This design comes from an exercise in tuning for small area, a short achievable clock period and few clock cycles on the open sky130 flow, not from production work. Only simulation tests tie the RTL to the original design; equivalence was not proved.

==> garnet <==
## denc
module denc (
  input  wire       clk,
  input  wire       rst,          
  input  wire       wr_en,
  input  wire       wr_sel,       
  input  wire [5:0] wr_addr,
  input  wire [7:0] wr_data,
  input  wire [6:0] nlen,
  input  wire       start,
  output wire       busy,
  output wire       done,
  output reg        err_cfg,
  output reg        err_busywr,
  input  wire [6:0] rd_idx,
  output wire [7:0] rd_cost,
  output wire [6:0] rd_trans,
  output wire [6:0] rd_toklen,
  output wire [1:0] rd_kind,
  output wire [5:0] rd_addr
);
Settings: LEC_CHECK=0, CAP_MARGIN=20, CORE_MARGIN=2, CORE_UTILIZATION=40, SETUP_SLACK_MARGIN=3.0, SLEW_MARGIN=20; clock period 10.0 ns.
run.sh (not shown) runs the stock make flow with config.mk's settings and CLKGATE_MAP_FILE= SYNTH_SCRIPT=/design/flow/synth_recipe.tcl, a recipe that flattens the netlist after the stock synthesis.
==> nickel (differences from garnet) <==
--- a/flow/design.v
+++ b/flow/design.v
@@ -28,14 +28,30 @@
   reg [7:0] cost_mem   [0:63];
   reg [6:0] trans_mem  [0:63];
   reg [6:0] toklen_mem [0:63];
   reg [1:0] kind_mem   [0:63];
   reg [5:0] addr_mem   [0:63];
   reg [6:0] n;
   genvar g, w;
+  function [5:0] addc;
+    input [5:0] d; input [2:0] c;
+    reg k0, l1, cy, inc;
+    begin
+      k0  = d[0] & c[0];
+      l1  = d[1] ^ c[1];
+      cy  = (d[1] & c[1]) | (k0 & l1);
+      inc = cy | c[2];
+      addc = {d[5] ^ (inc & d[2] & d[3] & d[4]),
+              d[4] ^ (inc & d[2] & d[3]),
+              d[3] ^ (inc & d[2]),
+              d[2] ^ inc,
+              l1 ^ k0,
+              d[0] ^ c[0]};
+    end
+  endfunction
   reg        pf;         
   reg        s0_on;      
   reg        s0_first;   
   reg [5:0]  s0_i;       
   reg [4:0]  s0_c;       
   reg [6:0]  s0_base;    
   reg [6:0]  rem;        
@@ -81,32 +97,35 @@
           assign eq[w] = 1'b0;
         end
         assign en[w] = endr[g + w] | endt[w];
         assign m[w] = ~eq[w] & ((w != 0) | ~s0_first);
         assign a[w+1] = a[w] & ~en[w] & (eq[w] | (w != 0) | ~s0_first);
       end
       wire [5:0] dw0 = d_in;
-      wire [5:0] dw1 = d_in + {5'd0, m[0]};
-      wire [5:0] dw2 = d_in + {4'd0, {1'b0, m[0]} + {1'b0, m[1]}};
-      wire [5:0] dw3 = d_in + {4'd0, {1'b0, m[0]} + {1'b0, m[1]} + {1'b0, m[2]}};
-      wire [5:0] dw4 = d_in + {3'd0, {2'b0, m[0]} + {2'b0, m[1]} + {2'b0, m[2]} + {2'b0, m[3]}};
+      wire [2:0] c2 = {1'b0, m[0]} + {1'b0, m[1]};
+      wire [2:0] c3 = c2 + {2'b0, m[2]};
+      wire [2:0] c4 = c3 + {2'b0, m[3]};
+      wire [5:0] dw1 = addc(d_in, {2'd0, m[0]});
+      wire [5:0] dw2 = addc(d_in, c2);
+      wire [5:0] dw3 = addc(d_in, c3);
+      wire [5:0] dw4 = addc(d_in, c4);
       wire [23:0] dws = {dw3, dw2, dw1, dw0};
       for (w = 0; w < 4; w = w + 1) begin : g_slot
         wire [5:0] dw = dws[6*w +: 6];
         wire q2  = (w >= 2) ? 1'b1 : ~s0_first;    
-        wire nz  = (dw != 6'd0);
+        wire nz  = (d_in != 6'd0) | ((w >= 1) & m[0]) | ((w >= 2) & m[1]) | ((w >= 3) & m[2]);
         wire cv  = a[w] & q2 & (nz | ~eq[w] | en[w]);
         assign ck[7*(4*g + w) +: 7] = {~cv, dw};
         assign rn[4*g + w] = a[w] & q2 & ~nz;
       end
       assign a_out[g] = a[4];
       assign d_out[6*g +: 6] = dw4;
     end
   endgenerate
-  wire end_step = ~s0_first & (endt[3] | ~(|alive_c));
+  wire end_step = s0_first ? ~(|a_out) : (endt[3] | ~(|alive_c));
   function lt16;              
     input [15:0] a; input [15:0] b;
     reg [15:0] g0, e0;
     reg [7:0]  g1, e1;
     reg [3:0]  g2, e2;
     reg [1:0]  g3, e3;
     integer i;
@@ -166,64 +185,95 @@
   reg [4:0]  s1_c;
   reg [6:0]  s1_base;
   generate
     for (w = 0; w < 4; w = w + 1) begin : g_tree
       wire [895:0] tk;
       wire [767:0] ti;
       wire [127:0] rv;
-      reg  [111:0] p_tk;
-      reg  [95:0]  p_ti;
-      reg  [15:0]  p_rv;
+      reg  [223:0] p_tk;
+      reg  [191:0] p_ti;
+      reg  [31:0]  p_rv;
       for (g = 0; g < 64; g = g + 1) begin : g_leaf
         assign tk[7*(64 + g) +: 7] = ck[7*(4*g + w) +: 7];
         assign ti[6*(64 + g) +: 6] = g;
         assign rv[64 + g] = rn[4*g + w];
       end
-      for (g = 16; g < 64; g = g + 1) begin : g_n0
+      for (g = 32; g < 64; g = g + 1) begin : g_n0
         wire [6:0] lk = tk[7*(2*g) +: 7];
         wire [6:0] rk = tk[7*(2*g+1) +: 7];
         wire pr = lt7(rk, lk);
         assign tk[7*g +: 7] = pr ? rk : lk;
         assign ti[6*g +: 6] = pr ? ti[6*(2*g+1) +: 6] : ti[6*(2*g) +: 6];
         assign rv[g] = rv[2*g] | rv[2*g+1];
       end
       always @(posedge clk) begin
-        p_tk <= tk[7*16 +: 112];
-        p_ti <= ti[6*16 +: 96];
-        p_rv <= rv[31:16];
+        p_tk <= tk[7*32 +: 224];
+        p_ti <= ti[6*32 +: 192];
+        p_rv <= rv[63:32];
+      end
+      wire [111:0] hk;
+      wire [95:0]  hi;
+      wire [15:0]  hr;
+      for (g = 0; g < 16; g = g + 1) begin : g_n1
+        wire [6:0] lk = p_tk[7*(2*g) +: 7];
+        wire [6:0] rk = p_tk[7*(2*g+1) +: 7];
+        wire pr = lt7(rk, lk);
+        assign hk[7*g +: 7] = pr ? rk : lk;
+        assign hi[6*g +: 6] = pr ? p_ti[6*(2*g+1) +: 6] : p_ti[6*(2*g) +: 6];
+        assign hr[g] = p_rv[2*g] | p_rv[2*g+1];
       end
       wire [27:0] qk;
       wire [23:0] qi;
       wire [3:0]  qr;
       for (g = 0; g < 4; g = g + 1) begin : g_q
-        wire [3:0] s = sel4(p_tk[7*(4*g) +: 7], p_tk[7*(4*g+1) +: 7],
-                            p_tk[7*(4*g+2) +: 7], p_tk[7*(4*g+3) +: 7]);
-        assign qk[7*g +: 7] = ({7{s[0]}} & p_tk[7*(4*g) +: 7])   | ({7{s[1]}} & p_tk[7*(4*g+1) +: 7]) |
-                              ({7{s[2]}} & p_tk[7*(4*g+2) +: 7]) | ({7{s[3]}} & p_tk[7*(4*g+3) +: 7]);
-        assign qi[6*g +: 6] = ({6{s[0]}} & p_ti[6*(4*g) +: 6])   | ({6{s[1]}} & p_ti[6*(4*g+1) +: 6]) |
-                              ({6{s[2]}} & p_ti[6*(4*g+2) +: 6]) | ({6{s[3]}} & p_ti[6*(4*g+3) +: 6]);
-        assign qr[g] = |p_rv[4*g +: 4];
+        wire [3:0] s = sel4(hk[7*(4*g) +: 7], hk[7*(4*g+1) +: 7],
+                            hk[7*(4*g+2) +: 7], hk[7*(4*g+3) +: 7]);
+        assign qk[7*g +: 7] = ({7{s[0]}} & hk[7*(4*g) +: 7])   | ({7{s[1]}} & hk[7*(4*g+1) +: 7]) |
+                              ({7{s[2]}} & hk[7*(4*g+2) +: 7]) | ({7{s[3]}} & hk[7*(4*g+3) +: 7]);
+        assign qi[6*g +: 6] = ({6{s[0]}} & hi[6*(4*g) +: 6])   | ({6{s[1]}} & hi[6*(4*g+1) +: 6]) |
+                              ({6{s[2]}} & hi[6*(4*g+2) +: 6]) | ({6{s[3]}} & hi[6*(4*g+3) +: 6]);
+        assign qr[g] = |hr[4*g +: 4];
       end
       wire [3:0] s = sel4(qk[6:0], qk[13:7], qk[20:14], qk[27:21]);
       wire [6:0] rk = ({7{s[0]}} & qk[6:0])   | ({7{s[1]}} & qk[13:7]) |
                       ({7{s[2]}} & qk[20:14]) | ({7{s[3]}} & qk[27:21]);
       wire [5:0] ri = ({6{s[0]}} & qi[5:0])   | ({6{s[1]}} & qi[11:6]) |
                       ({6{s[2]}} & qi[17:12]) | ({6{s[3]}} & qi[23:18]);
+      assign r_tk[7*w +: 7] = rk;
+      assign r_ti[6*w +: 6] = ri;
       if (w == 0) begin : g_x64
-        wire xw = x64_v & (rk[6] | lt16({10'd0, x64_d}, {10'd0, rk[5:0]}));
-        assign r_tk[7*w +: 7] = xw ? {1'b0, x64_d} : rk;
-        assign r_ti[6*w +: 6] = xw ? 6'd0 : ri;
         assign r_rv[w] = (|qr) | x64_r;
       end else begin : g_nox64
-        assign r_tk[7*w +: 7] = rk;
-        assign r_ti[6*w +: 6] = ri;
         assign r_rv[w] = |qr;
       end
     end
   endgenerate
+  reg        f_v;
+  reg [5:0]  f_i;
+  reg        f_av;
+  reg [7:0]  f_as;
+  reg [5:0]  f_aj;
+  reg [6:0]  f_ad;            
+  reg [6:0]  f_ak;            
+  reg [6:0]  f_lt;            
+  reg        f_ev;
+  reg [7:0]  f_ex;
+  reg [6:0]  f_ek;            
+  reg [5:0]  f_ej;
+  reg [7:0]  lit;             
+  wire       a_lt_l = lt16({8'd0, f_as}, {8'd0, lit});
+  wire       e_lt_l = lt16({8'd0, f_ex}, {8'd0, lit});
+  wire       e_lt_a = lt16({8'd0, f_ex}, {8'd0, f_as});
+  wire       use_a  = f_av & a_lt_l;
+  wire       use_e  = f_ev & e_lt_l & (~use_a | e_lt_a);
+  wire [7:0] c_new  = use_e ? f_ex : use_a ? f_as : lit;
+  wire [6:0] tr_new = use_e ? f_ek : use_a ? f_ak : f_lt;
+  wire [6:0] tl_new = use_e ? 7'd3 : use_a ? f_ad : 7'd2;
+  wire [1:0] kd_new = use_e ? K_EXACT : use_a ? K_APPROX : K_LIT;
+  wire [5:0] ad_new = use_e ? f_ej : use_a ? f_aj : 6'd0;
   wire [7:0] cbank [0:3];
   wire [7:0] tbank [0:3];
   wire [6:0] nb_next;         
   generate
     for (g = 0; g < 4; g = g + 1) begin : g_bank
       wire [4:0] cr = s1_base[6:2] + ((g < s1_base[1:0]) ? 5'd1 : 5'd0);
       assign cbank[g] = cr[4] ? 8'd0 : cost_mem[{cr[3:0], g[1:0]}];
@@ -232,27 +282,30 @@
     end
   endgenerate
   wire [31:0] cw;             
   wire [31:0] tw_next;        
   generate
     for (w = 0; w < 4; w = w + 1) begin : g_rot
       wire [1:0] cs = s1_base[1:0] + w;
-      assign cw[8*w +: 8] = cbank[cs];
+      wire [6:0] ci = s1_base + w;
+      assign cw[8*w +: 8] = (f_v && ci == {1'b0, f_i}) ? c_new : cbank[cs];
       wire [1:0] ts = nb_next[1:0] + w;
       assign tw_next[8*w +: 8] = tbank[ts];
     end
   endgenerate
   reg        s2_v, s2_first, s2_last;
   reg [5:0]  s2_i;
   reg [4:0]  s2_c;
   reg [27:0] s2_tk;           
   reg [23:0] s2_ti;           
   reg [31:0] s2_b;            
   reg [3:0]  s2_ev;           
   reg [31:0] s2_ex;           
+  reg        s2_x64_v;
+  reg [5:0]  s2_x64_d;
   wire [27:0] s2_k;           
   assign s2_k = {{s2_c, 2'd3}, {s2_c, 2'd2}, {s2_c, 2'd1}, {s2_c, 2'd0}};
   generate
     for (w = 0; w < 4; w = w + 1) begin : g_s1
       wire [6:0] kq = {s1_c, 2'b00} + w;
       wire [6:0] k7 = kq + 7'd7;
       always @(posedge clk) begin
@@ -262,22 +315,24 @@
         s2_ev[w]        <= r_rv[w] & (kq <= 7'd63);
         s2_ex[8*w +: 8] <= cw[8*w +: 8] + 8'd3;
       end
     end
   endgenerate
   reg        b_v;
   reg [7:0]  b_s;
-  reg [5:0]  b_j, b_d;
-  reg [6:0]  b_k;
+  reg [5:0]  b_j;
+  reg [6:0]  b_d;             
+  reg [6:0]  b_k;             
   reg        e_v;
   reg [7:0]  e_x;
-  reg [6:0]  e_k;
+  reg [6:0]  e_k;             
   reg [5:0]  e_j;             
-  wire [27:0] m_tk = s2_tk;
-  wire [23:0] m_ti = s2_ti;
+  wire x64_win = s2_x64_v & (s2_tk[6] | lt16({10'd0, s2_x64_d}, {10'd0, s2_tk[5:0]}));
+  wire [27:0] m_tk = {s2_tk[27:7], x64_win ? {1'b0, s2_x64_d} : s2_tk[6:0]};
+  wire [23:0] m_ti = {s2_ti[23:6], x64_win ? 6'd0 : s2_ti[5:0]};
   function [7:0] add8;        
     input [7:0] a; input [7:0] b;
     reg [7:0] p, g, p1, g1, p2, g2, g3;
     integer i;
     begin
       p = a ^ b;
       g = a & b;
@@ -292,28 +347,29 @@
       for (i = 0; i < 8; i = i + 1)
         g3[i] = (i >= 4) ? g2[i] | (p2[i] & g2[i-4]) : g2[i];
       add8 = p ^ {g3[6:0], 1'b0};
     end
   endfunction
   wire [4:0]  ea_v;
   wire [39:0] ea_s;
-  wire [29:0] ea_j, ea_d;
-  wire [34:0] ea_k;
+  wire [29:0] ea_j;
+  wire [34:0] ea_d, ea_k;
   assign ea_v[0] = ~s2_first & b_v;
   assign ea_s[7:0] = b_s;
   assign ea_j[5:0] = b_j;
-  assign ea_d[5:0] = b_d;
+  assign ea_d[6:0] = b_d;
   assign ea_k[6:0] = b_k;
   generate
     for (w = 0; w < 4; w = w + 1) begin : g_ea
       assign ea_v[w+1]          = ~m_tk[7*w + 6];
-      assign ea_d[6*(w+1) +: 6] = m_tk[7*w +: 6];
+      wire [6:0] k7 = s2_k[7*w +: 7] + 7'd7;
+      assign ea_d[7*(w+1) +: 7] = 7'd3 + {3'd0, k7[6:3]} + {1'b0, m_tk[7*w +: 6]};
       assign ea_s[8*(w+1) +: 8] = add8(s2_b[8*w +: 8], {2'd0, m_tk[7*w +: 6]});
       assign ea_j[6*(w+1) +: 6] = m_ti[6*w +: 6] - {s2_c[3:0], 2'b00};
-      assign ea_k[7*(w+1) +: 7] = s2_k[7*w +: 7];
+      assign ea_k[7*(w+1) +: 7] = {1'b0, s2_i} + s2_k[7*w +: 7];
     end
   endgenerate
   wire [24:0] bt;
   generate
     for (g = 0; g < 5; g = g + 1) begin : g_btx
       for (w = 0; w < 5; w = w + 1) begin : g_bty
         if (g != w) begin : g_b
@@ -339,38 +395,39 @@
         end
       end
       assign asel[g] = &ok;
     end
   endgenerate
   reg        nb_v;
   reg [7:0]  nb_s;
-  reg [5:0]  nb_j, nb_d;
+  reg [5:0]  nb_j;
+  reg [6:0]  nb_d;
   reg [6:0]  nb_k;
   integer xa;
   always @(*) begin
-    nb_v = 1'b0; nb_s = 8'd0; nb_j = 6'd0; nb_d = 6'd0; nb_k = 7'd0;
+    nb_v = 1'b0; nb_s = 8'd0; nb_j = 6'd0; nb_d = 7'd0; nb_k = 7'd0;
     for (xa = 0; xa < 5; xa = xa + 1) begin
       nb_v = nb_v | (asel[xa] & ea_v[xa]);
       nb_s = nb_s | ({8{asel[xa]}} & ea_s[8*xa +: 8]);
       nb_j = nb_j | ({6{asel[xa]}} & ea_j[6*xa +: 6]);
-      nb_d = nb_d | ({6{asel[xa]}} & ea_d[6*xa +: 6]);
+      nb_d = nb_d | ({7{asel[xa]}} & ea_d[7*xa +: 7]);
       nb_k = nb_k | ({7{asel[xa]}} & ea_k[7*xa +: 7]);
     end
   end
   wire [4:0]  ee_v;
   wire [39:0] ee_x;
   wire [34:0] ee_k;
   assign ee_v[0] = ~s2_first & e_v;
   assign ee_x[7:0] = e_x;
   assign ee_k[6:0] = e_k;
   generate
     for (w = 0; w < 4; w = w + 1) begin : g_ee
       assign ee_v[w+1] = s2_ev[w];
       assign ee_x[8*(w+1) +: 8] = s2_ex[8*w +: 8];
-      assign ee_k[7*(w+1) +: 7] = s2_k[7*w +: 7];
+      assign ee_k[7*(w+1) +: 7] = {1'b0, s2_i} + s2_k[7*w +: 7];
     end
   endgenerate
   wire [24:0] et;
   generate
     for (g = 0; g < 5; g = g + 1) begin : g_etx
       for (w = 0; w < 5; w = w + 1) begin : g_ety
         if (g != w) begin : g_b
@@ -413,40 +470,14 @@
   generate
     for (w = 0; w < 4; w = w + 1) begin : g_z0
       assign z0[w] = (m_tk[7*w +: 7] == 7'd0);
     end
   endgenerate
   wire [5:0] ne_j = z0[3] ? ea_j[29:24] : z0[2] ? ea_j[23:18] :
                     z0[1] ? ea_j[17:12] : z0[0] ? ea_j[11:6]  : e_j;
-  reg        f_v;
-  reg [5:0]  f_i;
-  reg        f_av;
-  reg [7:0]  f_as;
-  reg [5:0]  f_aj, f_ad;
-  reg [6:0]  f_ak;
-  reg        f_ev;
-  reg [7:0]  f_ex;
-  reg [6:0]  f_ek;
-  reg [5:0]  f_ej;
-  reg [7:0]  lit;             
-  wire       a_lt_l = lt16({8'd0, f_as}, {8'd0, lit});
-  wire       e_lt_l = lt16({8'd0, f_ex}, {8'd0, lit});
-  wire       e_lt_a = lt16({8'd0, f_ex}, {8'd0, f_as});
-  wire       use_a  = f_av & a_lt_l;
-  wire       use_e  = f_ev & e_lt_l & (~use_a | e_lt_a);
-  wire [7:0] c_new  = use_e ? f_ex : use_a ? f_as : lit;
-  wire [6:0] t_a    = {1'b0, f_i} + f_ak;
-  wire [6:0] t_e    = {1'b0, f_i} + f_ek;
-  wire [6:0] t_l    = {1'b0, f_i} + 7'd1;
-  wire [6:0] tr_new = use_e ? t_e : use_a ? t_a : t_l;
-  wire [3:0] a_bm   = f_ak[6:3] + {3'd0, (f_ak[2:0] != 3'd0)};
-  wire [6:0] a_tl   = 7'd3 + {3'd0, a_bm} + {1'b0, f_ad};
-  wire [6:0] tl_new = use_e ? 7'd3 : use_a ? a_tl : 7'd2;
-  wire [1:0] kd_new = use_e ? K_EXACT : use_a ? K_APPROX : K_LIT;
-  wire [5:0] ad_new = use_e ? f_ej : use_a ? f_aj : 6'd0;
   assign nb_next = pf ? n - 7'd1 :
                    end_step ? {1'b0, s0_i} - 7'd1 : s0_base + 7'd4;
   wire start_ok = (state != ST_RUN) && !wr_en && start && (nlen <= 7'd64);
   always @(posedge clk) begin
     if (rst) begin
       state      <= ST_IDLE;
       err_cfg    <= 1'b0;
@@ -512,14 +543,16 @@
     tw      <= tw_next;
     la      <= a_out;
     la2     <= a_out & ~endr[70:7];
     ld      <= d_out;
     x64_v    <= ~s0_first & la[60];
     x64_r    <= ~s0_first & la[60] & (ld[6*60 +: 6] == 6'd0);
     x64_d    <= ld[6*60 +: 6];
+    s2_x64_v <= x64_v;
+    s2_x64_d <= x64_d;
     s1_first <= s0_first;
     s1_last  <= end_step;
     s1_i     <= s0_i;
     s1_c     <= s0_c;
     s1_base  <= s0_base;
     s2_first <= s1_first;
     s2_last  <= s1_last;
@@ -527,14 +560,15 @@
     s2_c     <= s1_c;
     if (s2_v) begin
       b_v <= nb_v; b_s <= nb_s; b_j <= nb_j; b_d <= nb_d; b_k <= nb_k;
       e_v <= ne_v; e_x <= ne_x; e_k <= ne_k; e_j <= ne_j;
     end
     if (s2_v && s2_last) begin
       f_i  <= s2_i;
+      f_lt <= {1'b0, s2_i} + 7'd1;
       f_av <= nb_v; f_as <= nb_s; f_aj <= nb_j; f_ad <= nb_d; f_ak <= nb_k;
       f_ev <= ne_v; f_ex <= ne_x; f_ek <= ne_k; f_ej <= ne_j;
     end
     if (pf)
       lit <= 8'd2;
     else if (f_v)
       lit <= c_new + 8'd2;
==> flow/config.mk (replaced) <==
export PLATFORM = sky130hd
export DESIGN_NAME = denc
export DESIGN_NICKNAME = denc
export VERILOG_FILES = /design/flow/design.v
export SDC_FILE = /design/flow/constraint.sdc
export NUM_CORES = 4
export LEC_CHECK = 0
export CAP_MARGIN = 20
export CORE_MARGIN = 2
export CORE_UTILIZATION = 40
export SETUP_SLACK_MARGIN = 3.5
export SLEW_MARGIN = 20
==> results.ini <==
[outcome]
status = no timing/DRC/antenna violations

[critical_path]
slowest_stage = a311oi_4

[timing]
max_slew_margin_pct = 4.35

[synth]
synth_xor_area_share_pct = 7.16

[clocking]
ctsResizeCount = 1021

# the run above: nickel

==> results.ini <==
[synth]
synthTopCellsByArea = edfxtp_1 33%, ha_1 11%, dfxtp_1 9.2%
synth_xor_area_share_pct = 8.92

[critical_path]
crit_path_end = g_tree[3].p_tk[79]

[timing]
max_slew_margin_pct = 13.3
max_freq_ghz = 0.142

[clocking]
ctsResizeCount = 208

[outcome]
status = no timing/DRC/antenna violations

[place]
port_buffers = 66

[final_layout]
clock_area_share_pct = 5.02

# the run above: garnet

Testbench counts of garnet, summed over its fixed seeds: cycles 34,792.
Testbench counts of nickel, summed over its fixed seeds: cycles 33,571.

## re-timing with driven ports
In the flow no input, the clock included, has a driving cell. The finished layouts below were timed again as built, in two steps.
Step 1: set_driving_cell puts a clkbuf_16 on clk and a buf_2 on each other input, an assumption about the parent block.
Step 2 moves the port delays by t, midway between the first and last clock arrival at a register: inputs arrive t later, outputs are due t later. That takes back most of the time a late clock gives input paths.
a / b / c = no drivers / after step 1 / after step 2; a / b = the first two.
run | t, ns | setup WS [ns] | hold slack, ns | worst register clock-pin slew, ns
garnet | 1.203 | 2.942 / 2.710 / 2.710 | 0.330 / 0.330 / 0.330 | 0.08 / 0.08
nickel | 1.234 | 3.253 / 3.057 / 2.374 | 0.320 / 0.320 / 0.320 | 0.07 / 0.07
After both steps setup and hold are still met in every run listed. The setup slack of nickel, which loses most, moves by -0.196 ns with the drivers and by -0.879 ns with both steps.
